This design comes from an exercise in tuning for small area, a short achievable clock period and few clock cycles on the open sky130 flow, not from production work.
The RTL was checked by simulation tests, not by an equivalence proof against the original design.
Power is estimated from default activity; no workload was simulated.

==> flow/design.v (excerpt) <==
module g2p_poly (
    input  wire        clk,
    input  wire        rst,         
    input  wire        cmd_valid,
    input  wire [31:0] cmd,
    input  wire [63:0] opa,
    input  wire [63:0] opb,
    output wire        cmd_ready,
    output reg         done,
    output reg  [3:0]  code,
    output reg         none,
    output reg  [63:0] res_lo,
    output reg  [63:0] res_hi
);
clock: 8.0 ns
lec_check: 0
cap_margin: 20
core_margin: 2
core_utilization: 55
setup_slack_margin: 3.5
slew_margin: 20
standard.sh (not shown) runs the stock make flow with config.mk's settings and CLKGATE_MAP_FILE= SYNTH_SCRIPT=/design/flow/synth_recipe.tcl, a recipe that flattens the netlist after the stock synthesis.
==> flow/flow/run.sh <==
#!/bin/bash
# Layout flow: the standard flow (standard.sh) with its synthesis
# unchanged; the only difference is that the port buffers the placer inserts
# are buf_1 cells rather than the resizer's default pick (clkdlybuf4s50_1,
# which is larger and slower). Each step's full output goes to a log here.
set -euo pipefail
bash standard.sh synth > synth.log 2>&1
BUFFER_PORTS_ARGS="-buffer_cell sky130_fd_sc_hd__buf_1" bash standard.sh finish > layout.log 2>&1
Testbench counts at the start, summed over its fixed seeds: cycles 16,465.
==> next run, changes <==
--- a/flow/design.v
+++ b/flow/design.v
@@ -471,22 +471,41 @@
         input [63:0] v;
         integer i, k;
         reg [63:0] t;
         begin
             t = v;
             for (k = 1; k < 64; k = k * 2)
                 for (i = 0; i < 64; i = i + 1)
                     if (i + k < 64) t[i] = t[i] | t[i+k];
             smear = t;
         end
     endfunction
+    function [7:0] smear8;
+        input [7:0] b;
+        integer i;
+        begin
+            smear8[7] = b[7];
+            for (i = 6; i >= 0; i = i - 1)
+                smear8[i] = smear8[i+1] | b[i];
+        end
+    endfunction
+    function [7:0] nzsm;
+        input [63:0] v;
+        reg [7:0] nz;
+        integer i;
+        begin
+            for (i = 0; i < 8; i = i + 1)
+                nz[i] = |v[8*i +: 8];
+            nzsm = smear8(nz);
+        end
+    endfunction
     function [70:0] clmul8;
         input [63:0] a;
         input [7:0]  c;
         integer i;
         begin
             clmul8 = 71'd0;
             for (i = 0; i < 8; i = i + 1)
                 if (c[i]) clmul8 = clmul8 ^ ({7'd0, a} << i);
         end
     endfunction
     function [63:0] rolb;
@@ -501,23 +520,23 @@
     endfunction
     reg [2:0]   state;
     assign cmd_ready = (state == S_IDLE);
     reg [63:0]  A;         
     reg [63:0]  B;         
     reg [3:0]   cnt;       
     reg [3:0]   bi;        
     reg [2:0]   tq;        
     reg [2:0]   jb;        
     reg [2:0]   jneg;      
     reg [3:0]   cm;        
-    reg [2:0]   ta_r;      
+    reg         ge_r;      
     reg [2:0]   za_r;      
     reg [6:0]   mu;        
     reg [14:0]  aw;        
     reg [7:0]   win;       
     reg [6:0]   pidx;
     reg [6:0]   plast;
     reg [7:0]   p1_f;
     reg         p1_v, p1_l;
     reg [7:0]   p2_d;
     reg [7:0]   p2_f;
     reg         p2_v, p2_l;
@@ -526,35 +545,38 @@
     wire        is_add = (cmd == 32'h2);
     wire        is_mul = (cmd == 32'h3);
     wire        is_rem = (cmd == 32'h4);
     wire        is_irr = (cmd == 32'h5);
     wire [3:0]  za     = lzb64(opa);
     wire [3:0]  zb     = lzb64(opb);
     wire        a_zero = za[3];
     wire        b_zero = zb[3];
     wire [2:0]  ta     = deg8(lead8(opa));
     wire [2:0]  tb     = deg8(lead8(opb));
     wire [5:0]  da_in  = {~za[2:0], ta};      
-    wire        swap   = ult4(zb, za);
+    wire [7:0]  ga     = nzsm(opa);
+    wire [7:0]  gb     = nzsm(opb);
+    wire        swap   = |(gb & ~ga);
+    wire        ge_in  = ~|(smear8(lead8(opb)) & ~smear8(lead8(opa)));
     wire [3:0]  zm     = swap ? za : zb;
     wire        rem_small = |(opb & ~smear(opa));
     wire        irr_big   = (opa[63:17] != 47'd0);
     wire        irr_le1   = (opa[63:2] == 62'd0);
     wire        irr_le3   = (opa[63:4] == 60'd0);
     wire        irr_odd   = ^opa[16:0];
     wire [6:0]  irr_lst   = irr_last(da_in[4:1]);
     wire        irr_imm   = irr_le1 | ~opa[0] | ~irr_odd | irr_le3;
     wire        res_we    = is_deg | is_add | is_mul | (is_rem & ~b_zero) |
                             (is_irr & ~irr_big);
-    wire [11:0] ptab  = prem_tab(~ult4({1'b0, ta_r}, {1'b0, tq}), za_r, jb);
-    wire [3:0]  cmc   = ptab[7:4];
+    wire [3:0]  cmc   = {3'd0, ge_r} - {1'b0, za_r};
+    wire [11:0] ptab  = {{1'b0, jb} + cmc - 4'd1, cmc, 1'b0, 3'd0 - cmc[2:0]};
     wire [63:0] lmask = cmc[3] ? {64{1'b1}} : ({64{1'b1}} >> {cmc[2:0], 3'b000});
     wire        in_idle = (state == S_IDLE);
     wire        rdn     = (state == S_RDN);
     wire [63:0] rot = rolb(in_idle ? opb : (rdn ? res_lo : B),
                            in_idle ? zb[2:0] : (rdn ? jneg : ptab[2:0]));
     wire [63:0] lo0   = rot & lmask;
     wire [14:0] w0v   = lo0[62:48] >> tq;
     wire [21:0] awv   = A[62:41] >> tq;
     wire        remst = (state == S_REM);
     wire [14:0] qprod = clmul8({8'd0, 1'b1, mu[6:0]} , win);
     wire [7:0]  q     = qprod[14:7];
@@ -597,23 +619,23 @@
             res_hi <= 64'd0;
         end else begin
             done <= 1'b0;
             case (state)
                 S_IDLE: begin
                     if (cmd_valid) begin
                         A     <= is_rem ? rot : ((is_mul & swap) ? opb : opa);
                         B     <= (is_mul & ~swap) ? opb : opa;
                         jb    <= zb[2:0];
                         jneg  <= neg3(zb[2:0]);
                         tq    <= tb;
-                        ta_r  <= ta;
+                        ge_r  <= ge_in;
                         za_r  <= za[2:0];
                         cnt   <= {1'b0, ~zm[2:0]};
                         bi    <= {1'b0, ~zm[2:0]};
                         pidx  <= 7'd1;
                         plast <= irr_lst;
                         p1_f  <= irr_rom(7'd0);
                         p1_v  <= 1'b1;
                         p1_l  <= (irr_lst == 7'd0);
                         p2_v  <= 1'b0;
                         p3_e  <= 1'b0;
                         if (res_we) begin
Result:
- sequential power barely changes
- routed wire length drops by 6.6%
- hold slack improved by 0.0080 ns
- via count falls by 4.9%
- clock skew shrinks by 0.0039 ns
- die area goes up by 0.64%
- non-clock buffer count shrinks by 44
- area after synthesis grows by 0.65%
- cell count decreases by 3.9%
- synthesized cell count decreases by 3.9%
- power drops by 1.5%
- worst setup slack gets better by 0.014 ns
- critical path depth went down by 2
Testbench counts after the change, summed over its fixed seeds: cycles 16,465.

what the ideal ports hide:
The results above use ideal ports. As a check the final layouts listed here were re-extracted and re-timed, cells and wires unchanged. Step 1 assumes that a clkbuf_16 drives the clock port and a buf_2 every other input. Step 2, shift: input delay + t, output delay - t, t = (earliest + latest rising clock arrival at the registers) / 2. This alone moves slack from input paths to output paths. Slacks: ideal ports / drivers / drivers and shift; pairs: ideal ports / drivers.
run	shift t [ns]	setup slack, ns	worst data-port slew with drivers (ns)	cell pins on the clock port's net
the first run	0.689	3.168 / 3.189 / 2.500	0.09	1
the second run	0.678	3.182 / 3.223 / 2.545	0.06	1
After both steps setup and hold are still met in every run listed. The setup slack of the first run, which loses most, moves by +0.021 ns with the drivers and by -0.668 ns with both steps.
